Source: an optimization exercise on an open RTL-to-GDS flow (aim: small area, a short achievable clock period and few clock cycles). Production flows keep margins and buffers that such runs may drop.
Function was checked by simulation only, so behaviour that the tests miss may differ from the original.
Power and IR drop assume default switching activity.

<file path="flow/flow/run.sh">
#!/bin/bash
export SETUP_SLACK_MARGIN=6.8
export SKIP_GATE_CLONING=1
export BUFFER_PORTS_ARGS="-buffer_cell sky130_fd_sc_hd__buf_1"
export CTS_CLUSTER_SIZE=25
export CTS_CLUSTER_DIAMETER=80
bash standard.sh finish > standard.log 2>&1
</file>
<file path="flow/standard.sh">
#!/bin/bash
# synth_recipe.tcl (not shown) runs the flow's synth.tcl, then flattens the netlist and writes it again
# the make line also repeats each setting of config.mk as NAME=value (left out here)
make -C /OpenROAD-flow-scripts/flow DESIGN_CONFIG=/design/flow/config.mk WORK_HOME=/design/flow/orfs CLKGATE_MAP_FILE= SYNTH_SCRIPT=/design/flow/synth_recipe.tcl "${@:-finish}"
</file>
<file path="flow/config.mk">
export PLATFORM = sky130hd
export DESIGN_NAME = pfsm
export DESIGN_NICKNAME = pfsm
export VERILOG_FILES = /design/flow/design.v
export SDC_FILE = /design/flow/constraint.sdc
export NUM_CORES = 8
export LEC_CHECK = 0
export CAP_MARGIN = 20
export CORE_MARGIN = 2
export CORE_UTILIZATION = 40
export SLEW_MARGIN = 20
</file>
<file path="flow/constraint.sdc">
create_clock -name core_clock -period 10.0 [get_ports {clk}]
set_input_delay 2.0000 -clock core_clock [delete_from_list [all_inputs] [get_ports {clk}]]
set_output_delay 2.0000 -clock core_clock [all_outputs]
set_load 0.01 [all_outputs]
</file>
<file path="flow/design.v">
module pfsm #(
    parameter [7:0] MARKER0      = 8'hA5,
    parameter [7:0] MARKER1      = 8'h5A,
    parameter [7:0] RETRY_BUDGET = 8'd2
) (
    input  wire         clk,
    input  wire         rst,
    input  wire         h_valid,
    output wire         h_ready,
    input  wire [18:0]  h_data,
    output reg          r_valid,
    input  wire         r_ready,
    output reg  [7:0]   r_data,
    output reg          r_last,
    input  wire         irq_valid,
    input  wire [3:0]   irq_flags,
    output reg          o_valid,
    input  wire         o_ready,
    output reg  [3:0]   o_op,
    output reg  [7:0]   o_data,
    input  wire         i_valid,
    output wire         i_ready,
    input  wire [7:0]   i_data,
    output wire         cip_req,
    output wire         cip_dir,
    output wire [127:0] cip_din,
    output wire [127:0] cip_key,
    input  wire         cip_done,
    input  wire         cip_timeout,
    input  wire [127:0] cip_dout,
    output wire         idle,
    output wire         fatal,
    output wire [2:0]   fault
);
    localparam [6:0] MAX_FRAME = 7'd96;
    localparam [3:0] OP_CONFIGURE = 4'd1,
                     OP_RX_ARM    = 4'd2,
                     OP_STROBE_RDY= 4'd3,
                     OP_FLUSH_RX  = 4'd4,
                     OP_FIFO_WR   = 4'd5,
                     OP_FIFO_BYTE = 4'd6,
                     OP_STROBE_TX = 4'd7,
                     OP_POWER_DN  = 4'd8,
                     OP_FIFO_RD   = 4'd9,
                     OP_METRICS   = 4'd10,
                     OP_MSG_AVAIL = 4'd11,
                     OP_DATA_SENT = 4'd12;
    localparam [1:0] M_UNINIT = 2'd0, M_RUN = 2'd1, M_STOPPED = 2'd2;
    localparam [2:0] F_OVERSIZE = 3'd1, F_NOT_INIT = 3'd2, F_TXDONE = 3'd3,
                     F_CRYPTO = 3'd4, F_BADCMD = 3'd5;
    localparam [4:0]
        ST_IDLE   = 5'd0,
        ST_DRAIN  = 5'd1,
        ST_INIT   = 5'd2,
        ST_INITW  = 5'd3,
        ST_RDSRC  = 5'd4,
        ST_RDDAT  = 5'd5,
        ST_W2STB  = 5'd6,
        ST_W2FRD  = 5'd7,
        ST_W2MET  = 5'd8,
        ST_W2FLU  = 5'd9,
        ST_W2PAR  = 5'd10,
        ST_RELIS  = 5'd11,
        ST_W3FLU  = 5'd12,
        ST_W3RET  = 5'd13,
        ST_XHDR   = 5'd14,
        ST_XDAT   = 5'd15,
        ST_XSTB   = 5'd16;
    localparam [1:0] I_OFF = 2'd0, I_LEN = 2'd1, I_DAT = 2'd2, I_MET = 2'd3;
    reg [4:0]   st;
    reg [1:0]   mode;
    reg         fat;
    reg [2:0]   fault_r;
    reg         snap2, afill;
    reg         kact;
    reg [7:0]   next_seq, good_lqi, good_rssi;
    reg         tx_busy, tx_enc, tx_wack, tx_ack;
    reg [7:0]   tx_dest, tx_seq;
    reg [6:0]   tx_n;
    reg [1:0]   tx_retries;
    reg [2:0]   tx_lb;         
    reg [2:0]   tx_rot;        
    reg         rx_parsed, rx_decdone;
    reg [7:0]   rx_f;
    reg [6:0]   rx_len;        
    reg [7:0]   rx_src, rx_rssi, rx_lqi;
    reg [7:0]   rx_b2, rx_seq, rx_b5;
    reg         rx_f0, rx_mk;
    reg [2:0]   rx_sh;         
    reg         iact, isrc, in_rdy;
    reg [6:0]   icnt, irem;
    reg [1:0]   ist;
    reg [7:0]   frem;
    reg [1:0]   mcnt;
    reg [7:0]   drem;
    reg         creq, cdir, cfail, c_last, f_first, pend, p_last;
    reg [2:0]   cblk;
    reg [3:0]   sv;            
    reg         c_first;       
    reg [6:0]   xcnt;
    reg [3:0]   rpos;
    reg [6:0]   rleft;
    reg         hr, ir, idl;
    reg [127:0] A;
    reg [31:0]  S;
    reg [127:0] key;
    reg [127:0] t0, t1, t2, t3, t4, t5;
    reg [127:0] q0, q1, q2, q3, q4, q5;
    assign h_ready = hr;
    assign i_ready = ir;
    assign idle    = idl;
    assign fatal   = fat;
    assign fault   = fault_r;
    assign cip_req = creq;
    assign cip_dir = cdir;
    assign cip_din = A;
    assign cip_key = key;
    wire o_free = !o_valid || o_ready;
    wire r_free = !r_valid || r_ready;
    wire [2:0]  op   = h_data[18:16];
    wire [7:0]  op_a = h_data[15:8];
    wire [7:0]  op_n = h_data[7:0];
    wire [7:0] bus  = isrc ? i_data : h_data[7:0];
    wire       in_v = isrc ? i_valid : h_valid;
    wire       acc  = iact && in_rdy && in_v;
    wire [3:0] pos  = icnt[3:0];
    wire       lastb = (irem == 7'd1);
    wire       blk_cmp = acc && (pos == 4'd15 || lastb);
    wire       ok_done = creq && cip_done;
    wire       fail_now = creq && cip_timeout;
    wire       can_start = !creq || ok_done;
    wire       start = can_start && (pend || blk_cmp) && !cfail;
    wire       wA = acc && !creq;
    wire       wS = acc && creq;
    wire       tx_load = ok_done && !cdir;
    wire       rx_load = ok_done && cdir;
    wire       tx_rot_en = (tx_rot != 3'd0);
    wire       rx_sh_en  = (rx_sh != 3'd0);
    wire [7:0] tx_byte = (tx_rot == 3'd1) ? t1[7:0] : t0[8*xcnt[3:0] +: 8];
    wire [7:0] rx_byte = (rx_sh == 3'd1) ? q1[7:0] : q0[8*rpos +: 8];
    wire       tx_can  = (tx_rot == 3'd0) || (tx_rot == 3'd1 && xcnt[3:0] == 4'd0);
    wire       rx_can  = (rx_sh == 3'd0) || (rx_sh == 3'd1 && rpos == 4'd0);
    wire        frame_valid = (rx_len >= 7'd5) && rx_mk && (rx_b2 >= 8'd5) && (rx_b2 <= {1'b0, rx_len});
    wire [7:0]  rx_plen = rx_b2 - 8'd5;
    wire [7:0]  rd_cnt  = (op_n < rx_plen) ? op_n : rx_plen;
    wire        relisten = tx_busy && tx_wack;
    reg [4:0]   st_n;
    reg [1:0]   mode_n;
    reg         fat_n;
    reg [2:0]   fault_n;
    reg         snap2_n, afill_n, kact_n;
    reg [7:0]   next_seq_n, good_lqi_n, good_rssi_n;
    reg         tx_busy_n, tx_enc_n, tx_wack_n, tx_ack_n;
    reg [7:0]   tx_dest_n, tx_seq_n;
    reg [6:0]   tx_n_n;
    reg [1:0]   tx_retries_n;
    reg [2:0]   tx_rot_n;
    reg         rx_parsed_n, rx_decdone_n;
    reg [7:0]   rx_f_n;
    reg [7:0]   rx_src_n, rx_rssi_n, rx_lqi_n;
    reg [2:0]   rx_sh_n;
    reg         iact_n, isrc_n, in_rdy_n;
    reg [6:0]   icnt_n, irem_n;
    reg [1:0]   ist_n;
    reg [7:0]   frem_n;
    reg [1:0]   mcnt_n;
    reg [7:0]   drem_n;
    reg         creq_n, cdir_n, cfail_n, c_last_n, f_first_n, pend_n, p_last_n;
    reg [2:0]   cblk_n;
    reg [6:0]   xcnt_n;
    reg [3:0]   rpos_n;
    reg [6:0]   rleft_n;
    reg         o_valid_n, r_valid_n, r_last_n;
    reg [3:0]   o_op_n;
    reg [7:0]   o_data_n, r_data_n;
    reg         fs_tx, fs_ack, fs_rx;
    reg [7:0]   fs_p, fs_seq;
    reg         acc_idle_n;
    always @* begin
        st_n = st; mode_n = mode; fat_n = fat; fault_n = fault_r;
        snap2_n = snap2; afill_n = afill; kact_n = kact;
        next_seq_n = next_seq; good_lqi_n = good_lqi; good_rssi_n = good_rssi;
        tx_busy_n = tx_busy; tx_enc_n = tx_enc; tx_wack_n = tx_wack; tx_ack_n = tx_ack;
        tx_dest_n = tx_dest; tx_seq_n = tx_seq; tx_n_n = tx_n; tx_retries_n = tx_retries;
        tx_rot_n = tx_rot;
        rx_parsed_n = rx_parsed; rx_decdone_n = rx_decdone; rx_f_n = rx_f;
        rx_src_n = rx_src; rx_rssi_n = rx_rssi; rx_lqi_n = rx_lqi;
        rx_sh_n = rx_sh;
        iact_n = iact; isrc_n = isrc; icnt_n = icnt; irem_n = irem;
        ist_n = ist; frem_n = frem; mcnt_n = mcnt; drem_n = drem;
        creq_n = creq; cdir_n = cdir; cfail_n = cfail; c_last_n = c_last; f_first_n = f_first;
        pend_n = pend; p_last_n = p_last; cblk_n = cblk;
        xcnt_n = xcnt; rpos_n = rpos; rleft_n = rleft;
        o_valid_n = o_valid; o_op_n = o_op; o_data_n = o_data;
        r_valid_n = r_valid; r_data_n = r_data; r_last_n = r_last;
        fs_tx = 1'b0; fs_ack = 1'b0; fs_rx = 1'b0; fs_p = 8'd16; fs_seq = next_seq;
        if (o_valid && o_ready) o_valid_n = 1'b0;
        if (r_valid && r_ready) r_valid_n = 1'b0;
        if (tx_rot_en) tx_rot_n = tx_rot - 3'd1;
        if (rx_sh_en)  rx_sh_n  = rx_sh - 3'd1;
        if (acc) begin
            icnt_n = icnt + 7'd1;
            irem_n = irem - 7'd1;
            if (lastb) iact_n = 1'b0;
        end
        if (start) begin
            creq_n    = 1'b1;
            f_first_n = 1'b0;
            cblk_n    = f_first ? 3'd0 : cblk + 3'd1;
            c_last_n  = pend ? p_last : lastb;
            pend_n    = 1'b0;
        end else begin
            if (creq && (cip_done || cip_timeout)) creq_n = 1'b0;
            if (blk_cmp && !cfail) begin
                pend_n   = 1'b1;
                p_last_n = lastb;
            end
        end
        if (fail_now) begin
            cfail_n = 1'b1;
            pend_n  = 1'b0;
            fat_n   = 1'b1;
            if (fault_r == 3'd0) fault_n = F_CRYPTO;
        end
        if (tx_load) begin
            tx_rot_n = c_last ? (3'd5 - cblk) : 3'd1;
            if (c_last) begin
                tx_enc_n  = 1'b1;
                tx_wack_n = !tx_ack;
            end
        end
        if (rx_load) begin
            rx_sh_n = c_last ? (3'd5 - cblk) : 3'd1;
            if (c_last) rx_decdone_n = 1'b1;
        end
        case (ist)
        I_LEN: if (i_valid) begin
            rx_f_n  = i_data;
            frem_n  = i_data;
            icnt_n  = 7'd0;
            irem_n  = (i_data > 8'd96) ? MAX_FRAME : i_data[6:0];
            iact_n  = (i_data != 8'd0);
            mcnt_n  = 2'd0;
            ist_n   = (i_data == 8'd0) ? I_MET : I_DAT;
        end
        I_DAT: if (i_valid && ir) begin
            frem_n = frem - 8'd1;
            if (frem == 8'd1) ist_n = I_MET;
        end
        I_MET: if (i_valid) begin
            case (mcnt)
                2'd0: rx_src_n  = i_data;
                2'd1: rx_rssi_n = i_data;
                default: rx_lqi_n = i_data;
            endcase
            mcnt_n = mcnt + 2'd1;
            if (mcnt == 2'd2) ist_n = I_OFF;
        end
        default: ;
        endcase
        if (kact && h_valid) begin
            drem_n = drem - 8'd1;
            if (drem == 8'd1) kact_n = 1'b0;
        end
        case (st)
        ST_IDLE: if (idl) begin
            if (h_valid) begin
                drem_n = op_n;
                if (fat) begin
                    if ((op == 3'd0 || op == 3'd1) && op_n != 8'd0) st_n = ST_DRAIN;
                end else if (op == 3'd6 || op == 3'd7) begin
                    fat_n = 1'b1; if (fault_r == 3'd0) fault_n = F_BADCMD;
                end else if (op == 3'd0 && op_n != 8'd16) begin
                    fat_n = 1'b1; if (fault_r == 3'd0) fault_n = F_BADCMD;
                    if (op_n != 8'd0) st_n = ST_DRAIN;
                end else if (op != 3'd0 && mode != M_RUN) begin
                    fat_n = 1'b1; if (fault_r == 3'd0) fault_n = F_NOT_INIT;
                    if (op == 3'd1 && op_n != 8'd0) st_n = ST_DRAIN;
                end else if (op == 3'd0 && mode == M_RUN) begin
                    st_n = ST_DRAIN;
                end else begin
                    case (op)
                    3'd0: begin                   
                        next_seq_n  = 8'd0;
                        good_lqi_n  = 8'd0;
                        good_rssi_n = 8'd0;
                        tx_busy_n   = 1'b0;
                        tx_enc_n    = 1'b0;
                        tx_wack_n   = 1'b0;
                        rx_parsed_n = 1'b0;
                        kact_n      = 1'b1;
                        o_valid_n = 1'b1; o_op_n = OP_CONFIGURE; o_data_n = op_a;
                        st_n        = ST_INIT;
                    end
                    3'd1: begin                   
                        if (op_n > 8'd91) begin
                            fat_n = 1'b1; if (fault_r == 3'd0) fault_n = F_OVERSIZE;
                            st_n = ST_DRAIN;
                        end else if (tx_busy) begin
                            if (op_n != 8'd0) st_n = ST_DRAIN;
                        end else begin
                            tx_busy_n    = 1'b1;
                            tx_enc_n     = 1'b0;
                            tx_wack_n    = 1'b0;
                            tx_ack_n     = 1'b0;
                            tx_dest_n    = op_a;
                            tx_seq_n     = next_seq;
                            next_seq_n   = next_seq + 8'd1;
                            tx_retries_n = 2'd2;
                            tx_n_n       = op_n[6:0];
                            tx_rot_n     = 3'd0;
                            icnt_n       = 7'd5;
                            irem_n       = op_n[6:0];
                            iact_n       = (op_n != 8'd0);
                            isrc_n       = 1'b0;
                            cdir_n       = 1'b0;
                            cfail_n      = 1'b0;
                            fs_tx        = 1'b1;
                            fs_p         = {(op_n[6:0] + 7'd20) >> 4, 4'b0} ;
                            if (op_n == 8'd0) begin
                                creq_n    = 1'b1;
                                cblk_n    = 3'd0;
                                c_last_n  = 1'b1;
                                f_first_n = 1'b0;
                            end else begin
                                f_first_n = 1'b1;
                            end
                            afill_n      = 1'b0;
                            snap2_n      = 1'b0;
                            st_n         = ST_XHDR;
                        end
                    end
                    3'd2: begin                   
                        r_valid_n = 1'b1;
                        if (!rx_parsed) begin
                            r_data_n = 8'd0;
                            r_last_n = 1'b1;
                        end else begin
                            r_data_n    = rd_cnt;
                            r_last_n    = 1'b0;
                            rleft_n     = rd_cnt[6:0];
                            rx_parsed_n = 1'b0;
                            st_n        = ST_RDSRC;
                        end
                    end
                    3'd3: begin                   
                        r_valid_n = 1'b1; r_data_n = good_lqi; r_last_n = 1'b1;
                    end
                    3'd4: begin                   
                        r_valid_n = 1'b1; r_data_n = good_rssi; r_last_n = 1'b1;
                    end
                    3'd5: begin                   
                        o_valid_n = 1'b1; o_op_n = OP_POWER_DN; o_data_n = 8'd0;
                        mode_n = M_STOPPED;
                    end
                    default: ;
                    endcase
                end
            end else if (irq_valid && mode == M_RUN && !fat && irq_flags[2:0] != 3'd0) begin
                snap2_n = irq_flags[2];
                afill_n = 1'b0;
                if (irq_flags[1] && !(irq_flags[0] && !tx_busy)) begin
                    rx_parsed_n  = 1'b0;
                    rx_decdone_n = 1'b0;
                    rx_sh_n      = 3'd0;
                    ist_n        = I_LEN;
                    f_first_n    = 1'b1;
                    cfail_n      = 1'b0;
                    cdir_n       = 1'b1;
                    isrc_n       = 1'b1;
                    fs_rx        = 1'b1;
                end
                if (irq_flags[0]) begin
                    if (!tx_busy) begin
                        fat_n = 1'b1; if (fault_r == 3'd0) fault_n = F_TXDONE;
                    end else begin
                        o_valid_n = 1'b1; o_op_n = OP_RX_ARM; o_data_n = {7'd0, tx_wack};
                        if (!tx_wack) begin
                            tx_busy_n = 1'b0; tx_enc_n = 1'b0;
                        end
                        if (irq_flags[1]) st_n = ST_W2STB;
                        else if (irq_flags[2]) st_n = ST_W3FLU;
                    end
                end else if (irq_flags[1]) begin
                    o_valid_n = 1'b1; o_op_n = OP_STROBE_RDY; o_data_n = 8'd0;
                    st_n = ST_W2FRD;
                end else begin
                    o_valid_n = 1'b1; o_op_n = OP_FLUSH_RX; o_data_n = 8'd0;
                    if (tx_busy && tx_enc) st_n = ST_W3RET;
                end
            end
        end
        ST_DRAIN: if (h_valid) begin
            drem_n = drem - 8'd1;
            if (drem == 8'd1) st_n = ST_IDLE;
        end
        ST_INIT: if (o_free) begin
            o_valid_n = 1'b1; o_op_n = OP_RX_ARM; o_data_n = 8'd0;
            st_n = ST_INITW;
        end
        ST_INITW: if (!kact) begin
            mode_n = M_RUN;
            st_n   = ST_IDLE;
        end
        ST_RDSRC: if (r_free) begin
            r_valid_n = 1'b1; r_data_n = rx_src; r_last_n = (rleft == 7'd0);
            rpos_n = 4'd5;
            st_n = (rleft == 7'd0) ? ST_IDLE : ST_RDDAT;
        end
        ST_RDDAT: if (r_free && rx_can) begin
            r_valid_n = 1'b1; r_data_n = rx_byte; r_last_n = (rleft == 7'd1);
            rpos_n  = rpos + 4'd1;
            rleft_n = rleft - 7'd1;
            if (rpos == 4'd15) rx_sh_n = 3'd1;
            if (rleft == 7'd1) st_n = ST_IDLE;
        end
        ST_W2STB: if (o_free) begin
            o_valid_n = 1'b1; o_op_n = OP_STROBE_RDY; o_data_n = 8'd0;
            st_n = ST_W2FRD;
        end
        ST_W2FRD: if (o_free) begin
            o_valid_n = 1'b1; o_op_n = OP_FIFO_RD; o_data_n = 8'd0;
            st_n = ST_W2MET;
        end
        ST_W2MET: if (o_free) begin
            o_valid_n = 1'b1; o_op_n = OP_METRICS; o_data_n = 8'd0;
            st_n = ST_W2FLU;
        end
        ST_W2FLU: if (o_free && ist == I_OFF) begin
            o_valid_n = 1'b1; o_op_n = OP_FLUSH_RX; o_data_n = 8'd0;
            st_n = (rx_len == 7'd0) ? ST_RELIS : ST_W2PAR;
        end
        ST_W2PAR: begin
            if (cfail) begin
                st_n = ST_IDLE;
            end else if (rx_decdone && o_free) begin
                o_valid_n = 1'b1; o_data_n = 8'd0;
                st_n = snap2 ? ST_W3FLU : ST_IDLE;
                if (!frame_valid) begin
                    o_op_n = OP_RX_ARM; o_data_n = {7'd0, relisten};
                end else begin
                    good_lqi_n  = rx_lqi;
                    good_rssi_n = rx_rssi;
                    if (rx_f0) begin
                        if (rx_b2 >= 8'd6 && tx_busy && tx_seq == rx_b5) begin
                            tx_busy_n = 1'b0; tx_enc_n = 1'b0; tx_wack_n = 1'b0;
                            o_op_n = OP_DATA_SENT;
                            st_n = ST_RELIS;
                        end else begin
                            o_op_n = OP_RX_ARM; o_data_n = 8'd1;
                        end
                    end else if (rx_b2 != 8'd5) begin
                        rx_parsed_n = 1'b1;
                        o_op_n = OP_MSG_AVAIL;
                        if (tx_busy) begin
                            st_n = ST_RELIS;
                        end else begin
                            tx_busy_n    = 1'b1;
                            tx_enc_n     = 1'b0;
                            tx_wack_n    = 1'b0;
                            tx_ack_n     = 1'b1;
                            tx_dest_n    = rx_src;
                            tx_seq_n     = next_seq;
                            next_seq_n   = next_seq + 8'd1;
                            tx_retries_n = 2'd0;
                            tx_n_n       = 7'd1;
                            tx_rot_n     = 3'd0;
                            cdir_n       = 1'b0;
                            cfail_n      = 1'b0;
                            fs_ack       = 1'b1;
                            creq_n       = 1'b1;
                            cblk_n       = 3'd0;
                            c_last_n     = 1'b1;
                            f_first_n    = 1'b0;
                            afill_n      = 1'b1;
                            st_n         = snap2 ? ST_W3FLU : ST_XHDR;
                        end
                    end else begin
                        rx_parsed_n = 1'b1;
                        o_op_n = OP_RX_ARM; o_data_n = {7'd0, relisten};
                    end
                end
            end
        end
        ST_RELIS: if (o_free) begin
            o_valid_n = 1'b1; o_op_n = OP_RX_ARM; o_data_n = {7'd0, relisten};
            st_n = snap2 ? ST_W3FLU : ST_IDLE;
        end
        ST_W3FLU: if (o_free) begin
            o_valid_n = 1'b1; o_op_n = OP_FLUSH_RX; o_data_n = 8'd0;
            if (afill) st_n = ST_XHDR;
            else if (tx_busy && tx_enc) st_n = ST_W3RET;
            else st_n = ST_IDLE;
        end
        ST_W3RET: if (o_free) begin
            o_valid_n = 1'b1;
            if (tx_retries == 2'd0) begin
                tx_busy_n = 1'b0; tx_enc_n = 1'b0; tx_wack_n = 1'b0;
                o_op_n = OP_RX_ARM; o_data_n = 8'd0;
                st_n = ST_IDLE;
            end else begin
                tx_retries_n = tx_retries - 2'd1;
                o_op_n = OP_FIFO_WR; o_data_n = tx_dest;
                xcnt_n = 7'd0;
                st_n = ST_XDAT;
            end
        end
        ST_XHDR: begin
            if (cfail) begin
                if (!iact) st_n = ST_IDLE;
            end else if ((tx_enc || (tx_load && c_last)) && o_free) begin
                o_valid_n = 1'b1; o_op_n = OP_FIFO_WR; o_data_n = tx_dest;
                xcnt_n = 7'd0;
                st_n = ST_XDAT;
            end
        end
        ST_XDAT: if (o_free && tx_can) begin
            o_valid_n = 1'b1; o_op_n = OP_FIFO_BYTE; o_data_n = tx_byte;
            xcnt_n = xcnt + 7'd1;
            if (xcnt[3:0] == 4'd15) begin
                if (xcnt[6:4] == tx_lb) begin
                    tx_rot_n = 3'd6 - tx_lb;
                    st_n = ST_XSTB;
                end else begin
                    tx_rot_n = 3'd1;
                end
            end
        end
        ST_XSTB: if (o_free) begin
            o_valid_n = 1'b1; o_op_n = OP_STROBE_TX; o_data_n = 8'd0;
            st_n = ST_IDLE;
        end
        default: st_n = ST_IDLE;
        endcase
        begin : rdy
            reg [3:0] p_n;
            p_n = acc ? pos + 4'd1 : pos;
            in_rdy_n = iact_n && !(creq_n && p_n >= 4'd4);
        end
        if (fs_tx) in_rdy_n = iact_n;
        if (ist == I_LEN && i_valid) in_rdy_n = (i_data != 8'd0);
        acc_idle_n = (st_n == ST_IDLE) && !o_valid_n && !r_valid_n;
    end
    always @(posedge clk) begin
        if (rst) begin
            st <= ST_IDLE; mode <= M_UNINIT; fat <= 1'b0; fault_r <= 3'd0;
            kact <= 1'b0; tx_busy <= 1'b0; tx_rot <= 3'd0;
            rx_parsed <= 1'b0; rx_sh <= 3'd0;
            iact <= 1'b0; in_rdy <= 1'b0; ist <= I_OFF;
            creq <= 1'b0; pend <= 1'b0; cfail <= 1'b0;
            o_valid <= 1'b0; r_valid <= 1'b0;
            hr <= 1'b0; ir <= 1'b0; idl <= 1'b0;
        end else begin
            st <= st_n; mode <= mode_n; fat <= fat_n; fault_r <= fault_n;
            kact <= kact_n; tx_busy <= tx_busy_n; tx_rot <= tx_rot_n;
            rx_parsed <= rx_parsed_n; rx_sh <= rx_sh_n;
            iact <= iact_n; in_rdy <= in_rdy_n; ist <= ist_n;
            creq <= creq_n; pend <= pend_n; cfail <= cfail_n;
            o_valid <= o_valid_n; r_valid <= r_valid_n;
            hr  <= acc_idle_n || (st_n == ST_DRAIN) || kact_n || (iact_n && !isrc_n && in_rdy_n);
            ir  <= (ist_n == I_LEN) || (ist_n == I_MET) || (ist_n == I_DAT && (!iact_n || in_rdy_n));
            idl <= acc_idle_n;
        end
    end
    always @(posedge clk) begin
        snap2 <= snap2_n; afill <= afill_n;
        next_seq <= next_seq_n; good_lqi <= good_lqi_n; good_rssi <= good_rssi_n;
        tx_enc <= tx_enc_n; tx_wack <= tx_wack_n; tx_ack <= tx_ack_n;
        tx_dest <= tx_dest_n; tx_seq <= tx_seq_n; tx_n <= tx_n_n; tx_retries <= tx_retries_n;
        rx_decdone <= rx_decdone_n; rx_f <= rx_f_n;
        rx_src <= rx_src_n; rx_rssi <= rx_rssi_n; rx_lqi <= rx_lqi_n;
        isrc <= isrc_n; icnt <= icnt_n; irem <= irem_n;
        frem <= frem_n; mcnt <= mcnt_n; drem <= drem_n;
        cdir <= cdir_n; c_last <= c_last_n; f_first <= f_first_n; p_last <= p_last_n; cblk <= cblk_n;
        xcnt <= xcnt_n; rpos <= rpos_n; rleft <= rleft_n;
        o_op <= o_op_n; o_data <= o_data_n;
        r_data <= r_data_n; r_last <= r_last_n;
        tx_lb  <= (tx_n + 7'd4) >> 4;
        rx_len <= (rx_f > 8'd96) ? MAX_FRAME : rx_f[6:0];
        if (rx_load && c_first) begin
            rx_mk  <= (cip_dout[7:0] == MARKER0) && (cip_dout[15:8] == MARKER1);
            rx_b2  <= cip_dout[23:16];
            rx_f0  <= cip_dout[24];
            rx_seq <= cip_dout[39:32];
            rx_b5  <= cip_dout[47:40];
        end
    end
    always @(posedge clk) begin
        if (start) c_first <= f_first;
    end
    integer k;
    always @(posedge clk) begin
        for (k = 0; k < 16; k = k + 1) begin
            if (fs_tx || fs_ack || fs_rx) begin
                if (fs_rx || k > 5)  A[8*k +: 8] <= 8'h00;
                else if (k == 0)     A[8*k +: 8] <= MARKER0;
                else if (k == 1)     A[8*k +: 8] <= MARKER1;
                else if (k == 2)     A[8*k +: 8] <= fs_p;
                else if (k == 3)     A[8*k +: 8] <= {7'd0, fs_ack};
                else if (k == 4)     A[8*k +: 8] <= fs_seq;
                else                 A[8*k +: 8] <= fs_ack ? rx_seq : 8'h00;
            end else if (wA && pos == k) begin
                A[8*k +: 8] <= bus;
            end else if (ok_done) begin
                if (k < 4 && wS && pos[1:0] == k) A[8*k +: 8] <= bus;
                else if (k < 4 && sv[k])         A[8*k +: 8] <= S[8*k +: 8];
                else                             A[8*k +: 8] <= 8'h00;
            end
        end
        for (k = 0; k < 4; k = k + 1)
            if (wS && pos[1:0] == k) S[8*k +: 8] <= bus;
    end
    always @(posedge clk) begin
        if (rst) sv <= 4'd0;
        else if (ok_done || fail_now) sv <= 4'd0;
        else if (wS) sv <= sv | (4'd1 << pos[1:0]);
    end
    always @(posedge clk) begin
        if (tx_rot_en) begin
            t0 <= t1; t1 <= t2; t2 <= t3; t3 <= t4; t4 <= t5;
        end
        if (tx_rot_en) t5 <= t0;
        else if (tx_load) t5 <= cip_dout;
    end
    always @(posedge clk) begin
        if (rx_sh_en) begin
            q0 <= q1; q1 <= q2; q2 <= q3; q3 <= q4; q4 <= q5;
        end
        if (rx_load) q5 <= cip_dout;
    end
    always @(posedge clk) begin
        if (kact && h_valid) key <= {h_data[7:0], key[127:8]};
    end
endmodule
</file>
==> reports/results.ini, run 1 <==
[status]
status=complete, no violations

[placed_design]
port_buffers=454
dpl.hpwl_mm=116.7
gp_congestion=0.9146

[final_layout]
layout_common_cells=1904 x edfxtp_1, 521 x nand2_1, 326 x nor2_1
area_growth_pct=18.84
fin_nets=5250
final_common_cell=edfxtp_1
drive_above_1_share_pct=24.78

[routing]
drt-initial-drc-count=4262
ant_nets=0
post_drt_via_cell_ratio=5.285
wl_mm=182.5
num_vias=39560
drc=0
wire_per_inst_um=24.38
first_pass_iters=6

[clock_tree]
clock_tree.buffer_depth=3
htreeDepth=3
cts_buffers=106
insertion_delay_ns=0.78
cts.sinks=2058
tritoncts=done
cts_root_buf=clkbuf_16
clk_pin_slew_worst_paths_ns=0.09
cts_hold_buf=0

[timing]
min_period_ns=3.537
hold_viol=0
worst_pin_slew_ns=1.127
finalCritPeriodShare_pct=35.37
rsz0062_at_grt=yes
slew_viol_final=0
tns_ns=0
slew_headroom_pct=24.86
setup_viol=0
clock_skew_ns=0.04110
max_freq_mhz=282.7

[global_route]
grt_max_degree=198
grt.overflow.total=0
grtUsageTotal_pct=18.66
grt_first_pass_wirelength_mm=254.3
antenna_found_initial=48
grt_pass1_vias=37218

[run]
cap_violations=0

[worst_setup_path]
worstPathMaxFanout=4
path_class=in -> reg
endpoint_kind=register
startpoint_type=primary input
critPathArrivalTime_ns=4.20
required_ns=10.66

[floorplanning]
die_area_mm2=0.1871
dieWidth_um=432.5
initial_core_util_pct=40.21
fp-row-count=157
design.core.area_mm2=0.1827
ios=456
fp.dieH_um=432.5

[power]
ir_worst_vdd_mv=0.4222
leakage_nw=30.54
power.total_mw=24.60
power_density_mw_per_mm2=281.8

[worst_hold_path]
hold_path_class=reg -> reg

[yosys]
syn_inst=4262
synth_ff_type=edfxtp_1
synth-edff-count=1904
synth-seq-cells=2058
ys_types=109
synth_nets=4476
ys_warn_count=25
synthArstFlopShare_pct=0
avgSynthCellArea_um2=17.24
synth-seq-area-share_pct=82.03
syn_area_mm2=0.07346

==> report_power, final <==
group	switching, mW	internal [mW]	leakage [nW]
Combinational	3.35	1.13	9.55
Clock	2.78	2.14	1.61
Sequential	0.933	14.3	19.4
==> timing repair <==
item                                    4_1_cts  5_1_grt
endpoints found under the setup margin     1040     1078
resized for setup                           583      400
pin swaps                                    45       78
setup buffers                               188      130
==> cell type report <==
type / count / area (µm²)
Clock inverter: 35 / 623.1
Antenna cell: 20 / 50.05
Inverter: 69 / 286.5
Sequential cell: 2058 / 60390
Timing Repair Buffer: 849 / 6581
Fill cell: 15221 / 95390
Multi-Input combinational cell: 1952 / 13640
Clock buffer: 118 / 2740
Tap cell: 2385 / 2984
==> routing by layer <==
metal | vias to the layer above | track usage (%) | routed length, µm
met4 | 14 | 9.280 | 10050
met2 | 1575 | 29.00 | 84530
met1 | 19892 | 25.57 | 75970
li1 | 17665 | - | -
met3 | 414 | 3.034 | 11900
met5 | - | 0 | 77
==> cells by family (layout without fill, tap and decap cells) <==
family | count (synthesis) | after routing | share of synthesized area [%]
and+or+nand+nor | 1199 | 1199 | 7.227
xor gates and xnor gates | 67 | 67 | 0.7988
buffers and inverters | 252 | 1071 | 1.477
AOI/OAI and AO/OA | 523 | 523 | 4.711
other | 0 | 20 | 0
adders and majority gates | 46 | 46 | 0.7835
muxes | 117 | 117 | 2.972
DFF | 2058 | 2058 | 82.03
==> worst paths after layout <==
path	start	end	slack, ns	cells past startpoint
hold / removal	q2[33]$_DFFE_PN_	q1[33]$_DFFE_PN_	0.40	0
setup / recovery	h_valid	hr$_SDFF_PP0_	6.46	10
setup reg to reg	rx_b2[0]$_DFFE_PP_	idl$_SDFF_PP0_	6.71	9
hold reg to reg	q2[33]$_DFFE_PN_	q1[33]$_DFFE_PN_	0.40	0
==> cells in the mapped netlist, types with 9 or more instances <==
cell type | n | area [µm²]
o21ai_0 | 109 | 545.5
buf_2 | 21 | 105.1
or3_1 | 13 | 81.33
nand3_1 | 45 | 225.2
a211oi_1 | 11 | 82.58
nor4_1 | 21 | 131.4
a221oi_1 | 15 | 131.4
ha_1 | 46 | 575.6
buf_1 | 10 | 37.54
and3_1 | 38 | 237.7
mux4_2 | 80 | 1802
xor2_1 | 30 | 262.8
a22o_1 | 12 | 105.1
o211ai_1 | 13 | 97.59
o31ai_1 | 14 | 105.1
buf_4 | 10 | 75.07
nor3_1 | 38 | 190.2
a21oi_1 | 91 | 455.4
mux2i_1 | 28 | 280.3
edfxtp_1 | 1904 | 57170
nor2_1 | 360 | 1351
nor2b_1 | 29 | 181.4
nand4_1 | 14 | 87.58
a22oi_1 | 11 | 82.58
and2_1 | 18 | 112.6
mux2_2 | 9 | 101.4
xnor2_1 | 37 | 324.1
or2_2 | 10 | 62.56
a31oi_1 | 132 | 825.8
clkbuf_1 | 132 | 495.5
o21a_1 | 16 | 120.1
o22ai_1 | 19 | 118.9
inv_1 | 66 | 247.7
nand2_1 | 540 | 2027
nand2b_1 | 18 | 112.6
dfxtp_1 | 154 | 3083
==> critical path, cell delays in order <==
cell and delay (ns):
buf_6 0.08, buf_12 0.11, or4bb_4 0.50, o211ai_4 0.20, o311ai_4 0.14, buf_12 0.16, o41a_1 0.35, a2111oi_4 0.29
nand3_2 0.15, o31ai_1 0.21
==> metrics by stage <==
step / hold WS (ns) / instance area (µm²) / worst slack [ns] / util (%) / cells
2_1_floorplan: 0.4003 / 73560 / 5.161 / - / 4262
3_3_place_gp: 0.4002 / 78040 / 3.820 / 42.72 / 6995
3_5_place_dp: 0.4045 / 78060 / 3.835 / 42.73 / 6995
4_1_cts: 0.3802 / 84890 / 6.431 / 46.47 / 7336
5_1_grt: 0.3896 / 87290 / 6.426 / 47.78 / 7483
6_report: 0.3972 / 87300 / 6.463 / 47.79 / 7486
Testbench counts, summed over its fixed seeds: cycles 164,378.
==> run 2, diff against run 1 <==
==> flow/flow/run.sh (replaced) <==
#!/bin/bash
export SETUP_SLACK_MARGIN=6.5
export SKIP_GATE_CLONING=1
export BUFFER_PORTS_ARGS="-buffer_cell sky130_fd_sc_hd__buf_1"
export CTS_CLUSTER_SIZE=30
export CTS_CLUSTER_DIAMETER=100
bash standard.sh finish > standard.log 2>&1
==> reports/results.ini, run 2 <==
[global_route]
grt.overflow.total=0  ; unchanged
grt_use_met2_pct=29.46  ; +0.46 points
antenna_found_initial=50  ; +4.2%
grt_max_degree=195  ; -1.5%
busiest_layer=met2
grt_first_pass_wirelength_mm=248.7  ; -2.2%
met3_usage_pct=2.654  ; -0.38 points
grt_pass1_vias=35766  ; -3.9%
grtUsageTotal_pct=18.27  ; -0.39 points
use_met1_pct=25.26  ; -0.32 points

[clock_tree]
tritoncts=done
cts_hold_buf=0  ; unchanged
htreeDepth=3  ; unchanged
clock_tree.buffer_depth=3  ; unchanged
cts_root_buf=clkbuf_16
insertion_delay_ns=0.77  ; about the same
cts.sinks=2058  ; unchanged
clk_pin_slew_worst_paths_ns=0.10  ; about the same
cts_buffers=85  ; -20%

[yosys]
synth_ff_type=edfxtp_1
syn_inst=4262  ; unchanged
synthArstFlopShare_pct=0  ; unchanged
synth-seq-area-share_pct=82.03  ; unchanged
ys_warn_count=25  ; unchanged
ys_types=109  ; unchanged
yosys.cell_count.top_type=edfxtp_1
syn_area_mm2=0.07346  ; unchanged
synth_nets=4476  ; unchanged
synthTopCellsByArea=edfxtp_1 78%, dfxtp_1 4.2%, nand2_1 2.8%, mux4_2 2.5%, nor2_1 1.8%
synth_area_leader_cell=edfxtp_1
avgSynthCellArea_um2=17.24  ; unchanged
synth-seq-cells=2058  ; unchanged
synth_commonest_cells=1904 x edfxtp_1, 540 x nand2_1, 360 x nor2_1
synth-edff-count=1904  ; unchanged
synth_top_area_share_pct=77.83  ; unchanged

[power]
sw_frac_of_total_pct=28.75  ; +0.039 points
p_comb_share_pct=17.9  ; -0.3 points
seqPwrFrac_pct=64.1  ; +2.3 points
leakage_nw=27.61  ; -9.6%
ir_worst_vdd_mv=0.3296  ; -22%
clockPowerShare_pct=18.1  ; -1.9 points
p_int_mw=16.92  ; -3.5%
switching_power_mw=6.827  ; -3.3%
power_density_mw_per_mm2=288.9  ; +2.5%

[floorplanning]
dieWidth_um=432.5  ; unchanged
fp.dieH_um=432.5  ; unchanged
ios=456  ; unchanged
design.core.area_mm2=0.1827  ; unchanged
fp-row-count=157  ; unchanged
die_area_mm2=0.1871  ; unchanged
initial_core_util_pct=40.21  ; unchanged

[timing]
finalCritPeriodShare_pct=35.75  ; +0.37 points
slew_headroom_pct=24.85  ; about the same
worst_pin_slew_ns=1.123  ; -0.003882 ns
rsz0062_at_grt=yes
setup_viol=0  ; unchanged
slew_viol_final=0  ; unchanged
min_period_ns=3.575  ; +0.03742 ns
max_freq_mhz=279.8  ; -1.0%
clock_skew_ns=0.05499  ; +0.01390 ns
hold_viol=0  ; unchanged
tns_ns=0  ; unchanged

[run]
cap_violations=0  ; unchanged

[worst_setup_path]
path_class=in -> reg
endpoint_kind=register
critPathArrivalTime_ns=4.25  ; +0.05 ns
worstPathMaxFanout=7  ; +3
startpoint_type=primary input
required_ns=10.67  ; about the same

[final_layout]
fin_nets=4983  ; -5.1%
drive_above_1_share_pct=10.39  ; -14 points
fillers=15810  ; +3.9%
final_common_cell=edfxtp_1
multiInputGateArea_mm2=0.01276  ; -6.5%
layout_common_cells=1904 x edfxtp_1, 528 x nand2_1, 442 x buf_1
seqCellArea_mm2=0.06027  ; -0.20%
area_growth_pct=11.92
utilization_pct=45.00  ; -2.8 points

[status]
status=complete, no violations

[routing]
first_pass_iters=6  ; unchanged
drc=0  ; unchanged
post_drt_via_cell_ratio=5.291  ; +0.12%
drt-initial-drc-count=4061  ; -4.7%
ant_nets=0  ; unchanged
wl_mm=176.7  ; -3.2%
wire_per_inst_um=24.54  ; +0.64%
num_vias=38098  ; -3.7%

[placed_design]
dpl.hpwl_mm=117.3  ; +0.54%
port_buffers=454  ; unchanged
gp_congestion=0.9493  ; +3.8%

[worst_hold_path]
hold_path_class=reg -> reg

==> run 2: worst max-delay path: stages <==
cell and delay, ns:
buf_6 0.08, buf_12 0.12, or4bb_4 0.49, o211ai_2 0.23, o311ai_4 0.16, o41a_1 0.49
a2111oi_4 0.27, nand3_2 0.15, o31ai_1 0.24
==> run 2: kinds of logic (layout without fill, tap and decap cells) <==
logic type	after synthesis	count (layout)	share of synthesized area [%]
AND/OR/NAND/NOR	1199	1199	7.227
AO/OA/AOI/OAI	523	523	4.711
multiplexers	117	117	2.972
buffers and inverters	252	793	1.477
flip-flops	2058	2058	82.03
XOR/XNOR	67	67	0.7988
adder cells (fa/ha/maj)	46	46	0.7835
other	0	13	0
==> run 2: worst paths after layout <==
check,startpoint,to,slack (ns),depth (start not counted)
setup reg to reg,st[2]$_SDFF_PP0_,hr$_SDFF_PP0_,6.62,11
hold / removal,t4[91]$_DFFE_PN_,t3[91]$_DFFE_PN_,0.41,0
setup / recovery,h_valid,hr$_SDFF_PP0_,6.43,9
hold reg to reg,t4[91]$_DFFE_PN_,t3[91]$_DFFE_PN_,0.41,0
==> run 2: power by group through the flow <==
stage | Combinational, mW | Sequential [mW] | Clock, mW
after global placement | 4.13 | 15.2 | 0
after CTS | 4.26 | 15.2 | 4.43
after detailed placement | 4.19 | 15.4 | 0
after floorplan | 2.56 | 15.3 | 0
after global routing | 4.65 | 15.5 | 4.70
final | 4.25 | 15.2 | 4.29
==> run 2: stage by stage <==
stage               setup WS, ns  instances  instance area, µm²  power, mW  hold slack, ns
finish                     6.425       7201               82210      23.75          0.4103
global route               6.419       7196               82200      24.85          0.4157
CTS                        6.457       7154               81540      23.94          0.4159
detailed placement         4.283       6994               78050      19.64          0.4045
global placement           4.290       6994               78040      19.38          0.4004
floorplan                  5.161       4262               73560      17.81          0.4003
==> run 2: repair_timing <==
item,CTS,global route
pin swaps,16,10
setup buffers,39,34
endpoints found under the setup margin,870,556
resized for setup,121,71
cloned,0,0
==> run 2: area by class of cell <==
| cell class | count | share of cell area [%] |
|---|---|---|
| Antenna cell | 13 | 0.03957 |
| Clock buffer | 101 | 2.686 |
| Clock inverter | 20 | 0.4718 |
| Inverter | 69 | 0.3424 |
| Multi-Input combinational cell | 1952 | 15.52 |
| Sequential cell | 2058 | 73.31 |
| Tap cell | 2385 | 3.630 |
| Timing Repair Buffer | 603 | 4.001 |
==> run 2: per-layer routing <==
metal  vias up  wire, µm
met3       366     10330
li1      17103         -
met4        20      7779
met5         -       108
met1     19283     75020
met2      1326     83470
==> run 3, diff against run 2 <==
==> flow/flow/run.sh (replaced) <==
#!/bin/bash
export SETUP_SLACK_MARGIN=6.5
export SKIP_GATE_CLONING=1
export BUFFER_PORTS_ARGS="-buffer_cell sky130_fd_sc_hd__buf_1"
export CTS_CLUSTER_SIZE=20
export CTS_CLUSTER_DIAMETER=60
bash standard.sh finish > standard.log 2>&1
--- a/flow/config.mk
+++ b/flow/config.mk
@@ -7,5 +7,5 @@
 export LEC_CHECK = 0
 export CAP_MARGIN = 20
 export CORE_MARGIN = 2
-export CORE_UTILIZATION = 40
+export CORE_UTILIZATION = 60
 export SLEW_MARGIN = 20
==> reports/results.ini, run 3 <==
[status]
status=complete, no violations

[global_route]
grt_first_pass_wirelength_mm=238.7  ; -4.0%
grt.overflow.total=0  ; unchanged
grt_pass1_vias=36126  ; +1.0%
antenna_found_initial=12  ; -76%
grt_max_degree=209  ; +7.2%
grtUsageTotal_pct=26.22  ; +8.0 points

[floorplanning]
fp-row-count=128  ; -18%
dieWidth_um=353.9  ; -18%
ios=456  ; unchanged
die_area_mm2=0.1252  ; -33%
fp.dieH_um=353.9  ; -18%
design.core.area_mm2=0.1217  ; -33%
initial_core_util_pct=60.35  ; +20 points

[final_layout]
fin_cells=6519  ; -9.5%
final_common_cell=edfxtp_1
seqCellArea_mm2=0.06026  ; about the same
drive_above_1_share_pct=12.07  ; +1.7 points
area_growth_pct=13.03
layout_common_cells=1904 x edfxtp_1, 526 x nand2_1, 449 x buf_1
fin_nets=5018  ; +0.70%
fillers=8215  ; -48%
multiInputGateArea_mm2=0.01283  ; +0.54%

[yosys]
synth_ff_type=edfxtp_1
synth-edff-count=1904  ; unchanged
synth-seq-area-share_pct=82.03  ; unchanged
synth_top_area_share_pct=77.83  ; unchanged
synth_commonest_cells=1904 x edfxtp_1, 540 x nand2_1, 360 x nor2_1
ys_types=109  ; unchanged
syn_inst=4262  ; unchanged
synthTopCellsByArea=edfxtp_1 78%, dfxtp_1 4.2%, nand2_1 2.8%, mux4_2 2.5%, nor2_1 1.8%
syn_area_mm2=0.07346  ; unchanged
synth_nets=4476  ; unchanged
ys_warn_count=25  ; unchanged
yosys.cell_count.top_type=edfxtp_1
synth_area_leader_cell=edfxtp_1
synth-seq-cells=2058  ; unchanged
synthArstFlopShare_pct=0  ; unchanged
avgSynthCellArea_um2=17.24  ; unchanged

[timing]
setup_viol=0  ; unchanged
clock_skew_ns=0.03044  ; -0.02456 ns
worst_pin_slew_ns=1.096  ; -0.02705 ns
min_period_ns=3.614  ; +0.03909 ns
tns_ns=0  ; unchanged
finalCritPeriodShare_pct=36.14  ; +0.39 points
slew_viol_final=0  ; unchanged
slew_headroom_pct=26.93  ; +2.1 points
max_freq_mhz=276.7  ; -1.1%
rsz0062_at_grt=yes
hold_viol=0  ; unchanged

[worst_setup_path]
startpoint_type=primary input
r2r_slack_ns=6.54  ; -0.08 ns
endpoint_kind=register
max_stage_delay_ns=0.52  ; +0.03 ns
path_class=in -> reg
crit_start=h_valid
reg2regPathDepth=7  ; -4
required_ns=10.67  ; about the same
cp_slowest_cell=o41a_1
r2r-end=o_data[0]$_DFFE_PP_
critPathArrivalTime_ns=4.28  ; +0.03 ns
timing.rr.start=xcnt[0]$_SDFFCE_PN0P_
path_cells=buf_6, buf_12, or4bb_4, o211ai_4, o311ai_4, o41a_1, a2111oi_4, nand3_2, o31ai_4
worstPathMaxFanout=4  ; -3
critPathCapture=hr$_SDFF_PP0_

[routing]
first_pass_iters=6  ; unchanged
drt-initial-drc-count=4350  ; +7.1%
wire_per_inst_um=25.36  ; +3.3%
drc=0  ; unchanged
ant_nets=0  ; unchanged
num_vias=38040  ; -0.15%
post_drt_via_cell_ratio=5.835  ; +10%
wl_mm=165.3  ; -6.4%

[power]
sw_frac_of_total_pct=27.77  ; -0.98 points
leakage_nw=28.45  ; +3.0%
clockPowerShare_pct=23.2  ; +5.1 points
p_comb_share_pct=16.5  ; -1.4 points
seqPwrFrac_pct=60.3  ; -3.8 points
switching_power_mw=7.029  ; +3.0%
ir_worst_vdd_mv=0.3193  ; -3.1%
power.total_mw=25.31  ; +6.6%
power_density_mw_per_mm2=304.8  ; +5.5%
p_int_mw=18.28  ; +8.0%

[worst_hold_path]
holdPathStages=0  ; unchanged
hold_path_class=reg -> reg

[placed_design]
dp.cells=6232  ; -11%
port_buffers=454  ; unchanged
gp_congestion=0.9447  ; -0.48%
dpl.hpwl_mm=105.9  ; -9.7%

[clock_tree]
cts_root_buf=clkbuf_16
cts_buffers=142  ; +67%
insertion_delay_ns=0.78  ; about the same
htreeDepth=4  ; +1
clk_pin_slew_worst_paths_ns=0.08  ; -0.02 ns
tritoncts=done
cts.sinks=2058  ; unchanged
clock_tree.buffer_depth=3  ; unchanged

[run]
cap_violations=0  ; unchanged

## run 3: cell counts after synthesis
No cell type changed its count.
## run 3: cell type report
type                       count  area share, %
clock inverter                62         0.8951
clock buffer                 168          4.652
timing repair buffer         581          3.615
sequential                  2058          72.58
inverter                      69         0.3406
tap                         1625          2.449
multi-input combinational   1952          15.45
antenna                        4        0.01206
## run 3: metrics by stage
stage	util, %	hold slack [ns]	area (µm²)	setup WS [ns]
global route	68.21	0.4167	83020	6.397
finish	68.21	0.4059	83030	6.386
global placement	63.38	0.4000	77150	3.465
detailed placement	63.38	0.4045	77150	3.363
floorplan	-	0.4003	73560	5.161
CTS	67.90	0.4060	82650	6.408
## run 3: logic make-up (layout without fill, tap and decap cells)
family          count (synthesis)  count (layout)  synth area share (%)
compound gates                523             523                 4.711
buf+inv                       252             880                 1.477
mux                           117             117                 2.972
fa+ha+maj                      46              46                0.7835
other cells                     0               4                     0
simple gates                 1199            1199                 7.227
flops                        2058            2058                 82.03
xor+xnor                       67              67                0.7988
## run 3: worst min-delay path by stage
| stage | startpoint | slack, ns | endpoint |
|---|---|---|---|
| after global routing | t1[120]$_DFFE_PN_ | 0.42 | t0[120]$_DFFE_PN_ |
| after floorplan | q1[100]$_DFFE_PN_ | 0.40 | q0[100]$_DFFE_PN_ |
| after CTS | t4[100]$_DFFE_PN_ | 0.41 | t3[100]$_DFFE_PN_ |
| after global placement | q2[72]$_DFFE_PN_ | 0.40 | q1[72]$_DFFE_PN_ |
| final | t5[101]$_DFFE_PP_ | 0.41 | t4[101]$_DFFE_PN_ |
| after detailed placement | q1[100]$_DFFE_PN_ | 0.40 | q0[100]$_DFFE_PN_ |
## run 3: critical path, delay by kind of cell
family,cells,cell delay [ns]
buffers and inverters,2,0.18
and+or+nand+nor,2,0.68
AOI/OAI and AO/OA,5,1.43
## run 3: power groups by stage
stage	clock, mW	combinational [mW]	sequential, mW
4_1_cts	6.00	4.22	15.3
5_1_grt	6.30	4.56	15.6
3_3_place_gp	0	4.08	15.3
2_1_floorplan	0	2.56	15.3
3_5_place_dp	0	4.12	15.4
6_report	5.86	4.18	15.3
## run 3: metal layers
layer  routed length [µm]  GRT usage (%)  up-vias
li1                     -              -    17266
met1                72800          39.51    19104
met2                75540          39.44     1382
met3                11640          4.660      278
met4                 5285          8.847       10
met5                   63              0        -
## run 3: repair_timing
action,in CTS,in global routing
gates resized for setup,119,50
pin swaps,19,17
setup endpoints to repair,563,248
setup buffers,39,14
hold buffers,0,0
==> run 4, diff against run 3 <==
==> flow/flow/run.sh (replaced) <==
#!/bin/bash
# Standard layout with a tighter setup repair target, small port buffers
# and a clock tree of smaller buffers.
export SETUP_SLACK_MARGIN=6.5
export BUFFER_PORTS_ARGS="-buffer_cell sky130_fd_sc_hd__buf_1"
export CTS_BUF_LIST="sky130_fd_sc_hd__clkbuf_4 sky130_fd_sc_hd__clkbuf_8"
export CTS_CLUSTER_SIZE=30
bash standard.sh finish > standard.log 2>&1
--- a/flow/config.mk
+++ b/flow/config.mk
@@ -7,5 +7,5 @@
 export LEC_CHECK = 0
 export CAP_MARGIN = 20
 export CORE_MARGIN = 2
-export CORE_UTILIZATION = 60
+export CORE_UTILIZATION = 40
 export SLEW_MARGIN = 20
==> reports/results.ini, run 4 <==
[status]
status=complete, no violations

[final_layout]
fillers=15405  ; +88%
fin_cells=7792  ; +20%
fin_nets=5359  ; +6.8%
drive_above_1_share_pct=25.32  ; +13 points
final_common_cell=edfxtp_1
layout_common_cells=1904 x edfxtp_1, 528 x nand2_1, 359 x clkbuf_8
area_growth_pct=19.48
fin_area_mm2=0.08777  ; +5.7%

[routing]
first_pass_iters=6  ; unchanged
drc=0  ; unchanged
drt-initial-drc-count=3787  ; -13%
wire_per_inst_um=23.54  ; -7.2%
num_vias=40207  ; +5.7%
post_drt_via_cell_ratio=5.160  ; -12%
wl_mm=183.4  ; +11%
ant_nets=0  ; unchanged

[yosys]
synthTopCellsByArea=edfxtp_1 78%, dfxtp_1 4.2%, nand2_1 2.8%, mux4_2 2.5%, nor2_1 1.8%
synth_commonest_cells=1904 x edfxtp_1, 540 x nand2_1, 360 x nor2_1
synth-seq-cells=2058  ; unchanged
synth_top_area_share_pct=77.83  ; unchanged
synth-edff-count=1904  ; unchanged
syn_inst=4262  ; unchanged
synth_ff_type=edfxtp_1
synthArstFlopShare_pct=0  ; unchanged
avgSynthCellArea_um2=17.24  ; unchanged
synth-seq-area-share_pct=82.03  ; unchanged
ys_warn_count=25  ; unchanged
yosys.cell_count.top_type=edfxtp_1
ys_types=109  ; unchanged
synth_area_leader_cell=edfxtp_1
synth_nets=4476  ; unchanged
syn_area_mm2=0.07346  ; unchanged

[global_route]
antenna_found_initial=54  ; +42
grt_pass1_vias=39014  ; +8.0%
grt.overflow.total=0  ; unchanged
grt_max_degree=195  ; -6.7%
grtUsageTotal_pct=18.96  ; -7.3 points
grt_first_pass_wirelength_mm=259.1  ; +8.5%

[timing]
worst_pin_slew_ns=1.317  ; +0.2211 ns
hold_viol=0  ; unchanged
setup_viol=0  ; unchanged
rsz0062_at_grt=yes
clock_skew_ns=0.08889  ; +0.05845 ns
slew_headroom_pct=11.86  ; -15 points
min_period_ns=3.654  ; +0.04020 ns
tns_ns=0  ; unchanged
slew_viol_final=0  ; unchanged
max_freq_mhz=273.7  ; -1.1%
finalCritPeriodShare_pct=36.54  ; +0.40 points

[worst_setup_path]
r2r_slack_ns=6.56  ; +0.02 ns
required_ns=8.00  ; -2.67 ns
critPathTopFamily=flip-flops
timing.rr.start=rpos[0]$_SDFFCE_PN1P_
path_cells=clkbuf_2
startpoint_type=register
critPathArrivalTime_ns=1.65  ; -2.63 ns
path_class=reg -> out
crit_buf_inv=1  ; -1
max_stage_delay_ns=0.47  ; -0.05 ns
worstPathMaxFanout=1  ; -3
crit_start=A[40]$_DFFE_PP_
cp_slowest_cell=edfxtp_1
endpoint_kind=output pin

[floorplanning]
die_area_mm2=0.1871  ; +49%
fp-row-count=157  ; +23%
dieWidth_um=432.5  ; +22%
fp.dieH_um=432.5  ; +22%
design.core.area_mm2=0.1827  ; +50%
ios=456  ; unchanged
initial_core_util_pct=40.21  ; -20 points

[worst_hold_path]
hold_path_class=reg -> reg
worstHoldStart=q4[51]$_DFFE_PN_

[power]
leakage_nw=31.35  ; +10%
ir_worst_vdd_mv=0.3576  ; +12%
power_density_mw_per_mm2=303.8  ; -0.34%
p_int_mw=19.24  ; +5.2%
sw_frac_of_total_pct=27.85  ; +0.080 points
switching_power_mw=7.426  ; +5.7%
p_comb_share_pct=15.9  ; -0.6 points
clockPowerShare_pct=26.9  ; +3.7 points
seqPwrFrac_pct=57.2  ; -3.1 points

[clock_tree]
cts_root_buf=clkbuf_8
htreeDepth=5  ; +1
tritoncts=done
insertion_delay_ns=1.02  ; +0.24 ns
clock_tree.buffer_depth=4  ; +1
clk_pin_slew_worst_paths_ns=0.06  ; -0.02 ns
cts.sinks=2058  ; unchanged
cts_buffers=348  ; +150%

[placed_design]
dp.cells=6994  ; +12%
dpl.hpwl_mm=117.3  ; +11%
gp_congestion=0.9493  ; +0.49%
port_buffers=454  ; unchanged
placed_area_mm2=0.07805  ; +1.2%

[run]
cap_violations=0  ; unchanged

-- run 4: cell counts after synthesis --
No cell type changed its count.
-- run 4: layout make-up --
type	instances	area [µm²]	share of cell area (%)
clock buffer	471	5776	6.580
timing repair buffer	714	4967	5.660
multi-input combinational	1954	12560	14.31
sequential	2058	60390	68.80
inverter	69	281.5	0.3208
antenna	15	37.54	0.04277
tap	2385	2984	3.400
clock inverter	126	772.0	0.8796
-- run 4: layer usage --
layer  vias up  global-route usage, %  wire, µm
li1      18078                      -         -
met1     20039                  25.19     77460
met2      1570                  29.73     85700
met3       500                  3.880     11370
met4        20                  9.504      8794
met5         -                      0       118
-- run 4: cell families (layout without fill, tap and decap cells) --
kind of cell               count (synthesis)  after routing  synth area share (%)
AOI/OAI and AO/OA                        523            524                 4.711
xor gates and xnor gates                  67             67                0.7988
adders and majority gates                 46             46                0.7835
buffers and inverters                    252           1380                 1.477
DFF                                     2058           2058                 82.03
muxes                                    117            117                 2.972
other                                      0             15                     0
and+or+nand+nor                         1199           1200                 7.227
-- run 4: per-stage QoR --
stage,hold slack (ns),util [%],power (mW),setup WS (ns)
floorplan,0.4003,-,17.81,5.161
global placement,0.4004,42.72,19.38,4.290
detailed placement,0.4045,42.72,19.64,4.283
CTS,0.3409,47.45,26.92,6.231
global route,0.3514,48.04,27.92,6.263
finish,0.3422,48.04,26.66,6.346
-- run 4: power groups by stage --
stage	registers, mW	clock network [mW]	logic [mW]
after floorplan	15.3	0	2.56
after global placement	15.2	0	4.13
after detailed placement	15.4	0	4.19
after CTS	15.3	7.35	4.28
after global routing	15.6	7.72	4.64
final	15.3	7.17	4.24
-- run 4: worst paths after layout --
| kind | end | depth (start not counted) |
|---|---|---|
| max | cip_din[40] | 1 |
| min | q3[51]$_DFFE_PN_ | 0 |
| max reg2reg | st[2]$_SDFF_PP0_ | 11 |
| min reg2reg | q3[51]$_DFFE_PN_ | 0 |
-- run 4: repair_timing --
action	CTS	global route
hold buffers	0	0
cloned	2	4
setup endpoints to repair	963	797
resized for setup	430	199
setup buffers	109	71
hold endpoints to repair	0	0
pin swaps	5	5
==> run 5, diff against run 4 <==
==> flow/run.sh (new file) <==
#!/bin/bash
# synth_recipe.tcl (not shown) runs the flow's synth.tcl, then flattens the netlist and writes it again
# the make line also repeats each setting of config.mk as NAME=value (left out here)
make -C /OpenROAD-flow-scripts/flow DESIGN_CONFIG=/design/flow/config.mk WORK_HOME=/design/flow/orfs CLKGATE_MAP_FILE= SYNTH_SCRIPT=/design/flow/synth_recipe.tcl finish
removed: flow/flow/run.sh
removed: flow/standard.sh
==> reports/results.ini, run 5 <==
[timing]
slew_viol_final=0  ; unchanged
clock_skew_ns=0.07580  ; -0.01309 ns
max_freq_mhz=176.0  ; -36%
setup_viol=0  ; unchanged
rsz0062_at_grt=no
slew_headroom_pct=22.69  ; +11 points
finalCritPeriodShare_pct=56.82  ; +20 points
hold_viol=0  ; unchanged
worst_pin_slew_ns=1.150  ; -0.1671 ns
hold_ws_ns=0.3636  ; +0.02140 ns
min_period_ns=5.682  ; +2.028 ns

[clock_tree]
cts_resized=0  ; -100%
tritoncts=done
cts.sinks=2058  ; unchanged
cts_buffers=200  ; -43%
insertion_delay_ns=0.86  ; -0.16 ns
cts_hold_buf=0  ; unchanged
htreeDepth=4  ; -1
clk_pin_slew_worst_paths_ns=0.06  ; about the same
cts_root_buf=clkbuf_16
clock_tree.buffer_depth=3  ; -1
post-cts-setup-buffers=0  ; -100%

[routing]
wire_per_inst_um=23.93  ; +1.7%
first_pass_iters=7  ; +1
drc=0  ; unchanged
post_drt_via_cell_ratio=5.167  ; +0.13%
ant_nets=0  ; unchanged
drt-initial-drc-count=3891  ; +2.7%
wl_mm=176.5  ; -3.8%
num_vias=38105  ; -5.2%

[worst_setup_path]
cp.depth=10  ; +9
startpoint_type=primary input
r2r-end=A[21]$_DFFE_PP_
max_stage_delay_ns=0.83  ; +0.36 ns
critPathCapture=A[21]$_DFFE_PP_
crit_start=h_valid
r2r_slack_ns=4.98  ; -1.58 ns
required_ns=10.52  ; +2.52 ns
worstPathMaxFanout=99  ; +98
endpoint_kind=register
timing.rr.start=st[2]$_SDFF_PP0_
crit_buf_inv=3  ; +2
critPathArrivalTime_ns=6.21  ; +4.56 ns
cp_slowest_cell=buf_4
path_cells=clkdlybuf4s50_1, buf_4, nand2_1, nor2_1, nand2_1, nor2_2, nor2_2, nand2_2, buf_4, o22ai_1
path_class=in -> reg
reg2regPathDepth=9  ; -2
critPathTopFamily=simple AND/OR/NAND/NOR gates

[worst_hold_path]
worstHoldStart=q1[50]$_DFFE_PN_
hold_path_class=reg -> reg
holdPathStages=0  ; unchanged

[global_route]
grtUsageTotal_pct=18.47  ; -0.50 points
antenna_found_initial=36  ; -33%
grt_first_pass_wirelength_mm=250.7  ; -3.3%
grt_max_degree=174  ; -11%
grt_pass1_vias=36244  ; -7.1%
grt.overflow.total=0  ; unchanged

[yosys]
synth_area_leader_cell=edfxtp_1
synth_commonest_cells=1904 x edfxtp_1, 540 x nand2_1, 360 x nor2_1
syn_inst=4262  ; unchanged
synthTopCellsByArea=edfxtp_1 78%, dfxtp_1 4.2%, nand2_1 2.8%, mux4_2 2.5%, nor2_1 1.8%
syn_area_mm2=0.07346  ; unchanged
synth_nets=4476  ; unchanged
ys_warn_count=25  ; unchanged
synth-seq-area-share_pct=82.03  ; unchanged
avgSynthCellArea_um2=17.24  ; unchanged
synth-seq-cells=2058  ; unchanged
synth_ff_type=edfxtp_1
synthArstFlopShare_pct=0  ; unchanged
ys_types=109  ; unchanged
synth-edff-count=1904  ; unchanged
yosys.cell_count.top_type=edfxtp_1
synth_top_area_share_pct=77.83  ; unchanged

[placed_design]
gp_congestion=0.9149  ; -3.6%
dpl.hpwl_mm=119.4  ; +1.8%
port_buffers=454  ; unchanged
dp.cells=6990  ; -0.057%

[power]
leakage_nw=30.20  ; -3.7%
ir_worst_vdd_mv=0.3679  ; +2.9%
power_density_mw_per_mm2=307.6  ; +1.2%
power.total_mw=26.95  ; +1.1%

[floorplanning]
fp.dieH_um=432.5  ; unchanged
design.core.area_mm2=0.1827  ; unchanged
die_area_mm2=0.1871  ; unchanged
initial_core_util_pct=40.21  ; unchanged
dieWidth_um=432.5  ; unchanged
ios=456  ; unchanged
fp-row-count=157  ; unchanged

[final_layout]
fillers=15432  ; +0.18%
seqCellArea_mm2=0.06026  ; -0.21%
fin_nets=5022  ; -6.3%
final_common_cell=edfxtp_1
fin_cells=7375  ; -5.4%
multiInputGateArea_mm2=0.01220  ; -2.9%
area_growth_pct=19.26
layout_common_cells=1904 x edfxtp_1, 537 x nand2_1, 453 x clkdlybuf4s50_1
drive_above_1_share_pct=10.50  ; -15 points

[run]
cap_violations=0  ; unchanged

[status]
status=complete, no violations

==> run 5: cell types whose count changed in the layout (fill, tap and decap cells not counted), moves of 35 or more <==
cell             before  now
buf_1               166    0
buf_2                42    1
buf_4               235   69
buf_6               115    1
clkbuf_1              0   35
clkbuf_16             2  200
clkbuf_2            138    0
clkbuf_4            113    0
clkbuf_8            359    9
clkdlybuf4s50_1       0  453
dfxtp_1              63  154
dfxtp_2              85    0
==> run 5: power breakdown <==
part           internal [mW]  switching, mW  total (mW)
clock network           4.30           3.26        7.56
registers               14.3          0.930        15.2
logic                  0.972           3.17        4.15
==> run 5: layout make-up <==
cell class | instances | share of cell area (%)
sequential | 2058 | 68.79
timing repair buffer | 527 | 5.863
clock inverter | 131 | 1.677
antenna | 9 | 0.02571
clock buffer | 244 | 6.004
tap | 2385 | 3.406
inverter | 69 | 0.3128
multi-input combinational | 1952 | 13.93
==> run 5: kinds of logic (layout without fill, tap and decap cells) <==
logic type	Yosys count	count (layout)	share of synthesized area, %
compound gates	523	523	4.711
buf+inv	252	971	1.477
mux	117	117	2.972
flops	2058	2058	82.03
xor+xnor	67	67	0.7988
other cells	0	9	0
simple gates	1199	1199	7.227
fa+ha+maj	46	46	0.7835
==> run 5: how the worst min path moves through the flow <==
stage | slack, ns | to
after floorplan | 0.40 | q0[100]$_DFFE_PN_
after global placement | 0.40 | q2[21]$_DFFE_PN_
after detailed placement | 0.40 | q0[105]$_DFFE_PN_
after CTS | 0.37 | t3[48]$_DFFE_PN_
after global routing | 0.38 | q0[50]$_DFFE_PN_
final | 0.36 | q0[50]$_DFFE_PN_
==> run 5: layer usage <==
metal / track usage, % / vias to the layer above / routed length (µm)
li1: - / 17357 / -
met1: 25.17 / 19093 / 76080
met2: 29.30 / 1297 / 82980
met3: 3.559 / 338 / 10440
met4: 7.337 / 20 / 6874
met5: 0 / - / 123
==> run 5: stage by stage <==
stage / TNS, ns / worst slack (ns) / cell area (µm²) / util, %
after floorplan: -272.55 / -2.129 / 73460 / -
after global placement: 0 / 3.261 / 80790 / 44.23
after detailed placement: 0 / 3.223 / 80810 / 44.23
after CTS: 0 / 4.105 / 87540 / 47.92
after global routing: 0 / 4.149 / 87590 / 47.95
final: 0 / 4.318 / 87600 / 47.95
==> run 5: worst register-to-register path: cells and delay by family, from the launching register on <==
kind                   cells  cell delay [ns]
AO/OA/AOI/OAI              1             0.25
buffers and inverters      2             1.12
flip-flops                 1             0.42
AND/OR/NAND/NOR            6             2.96

-- static timing again, ports no longer ideal --
The results above use ideal ports. As a check the final layouts listed here were re-extracted and re-timed, cells and wires unchanged.
Step 1 (the two cells are an assumption about what drives the block):
set clk [get_ports {clk}]
set_driving_cell -lib_cell sky130_fd_sc_hd__clkbuf_16 $clk
set_driving_cell -lib_cell sky130_fd_sc_hd__buf_2 [delete_from_list [all_inputs] $clk]
Step 2 also shifts input and output timing later by t, the mid clock arrival at the registers, as if the neighbouring blocks saw the same clock.
a / b / c = no drivers / after step 1 / after step 2; a / b = the first two.
run | t (ns) | slack for setup (ns) | worst setup path at the end | worst register clock-pin slew, ns | pins driven straight from the clock port
run 1 | 0.849 | 6.463 / 6.452 / 5.659 | input to register | 0.10 / 0.10 | 1
run 2 | 0.827 | 6.425 / 6.466 / 5.643 | input to register | 0.12 / 0.12 | 1
run 3 | 0.845 | 6.386 / 6.430 / 5.585 | input to register | 0.08 / 0.08 | 1
run 4 | 1.075 | 6.346 / 6.267 / 5.448 | input to register | 0.07 / 0.07 | 1
run 5 | 0.891 | 4.318 / 4.375 / 3.483 | input to register | 0.07 / 0.07 | 1
After both steps every run listed still meets setup and hold. The setup slack of run 4, which loses most, moves by -0.079 ns with the drivers and by -0.898 ns with both steps.
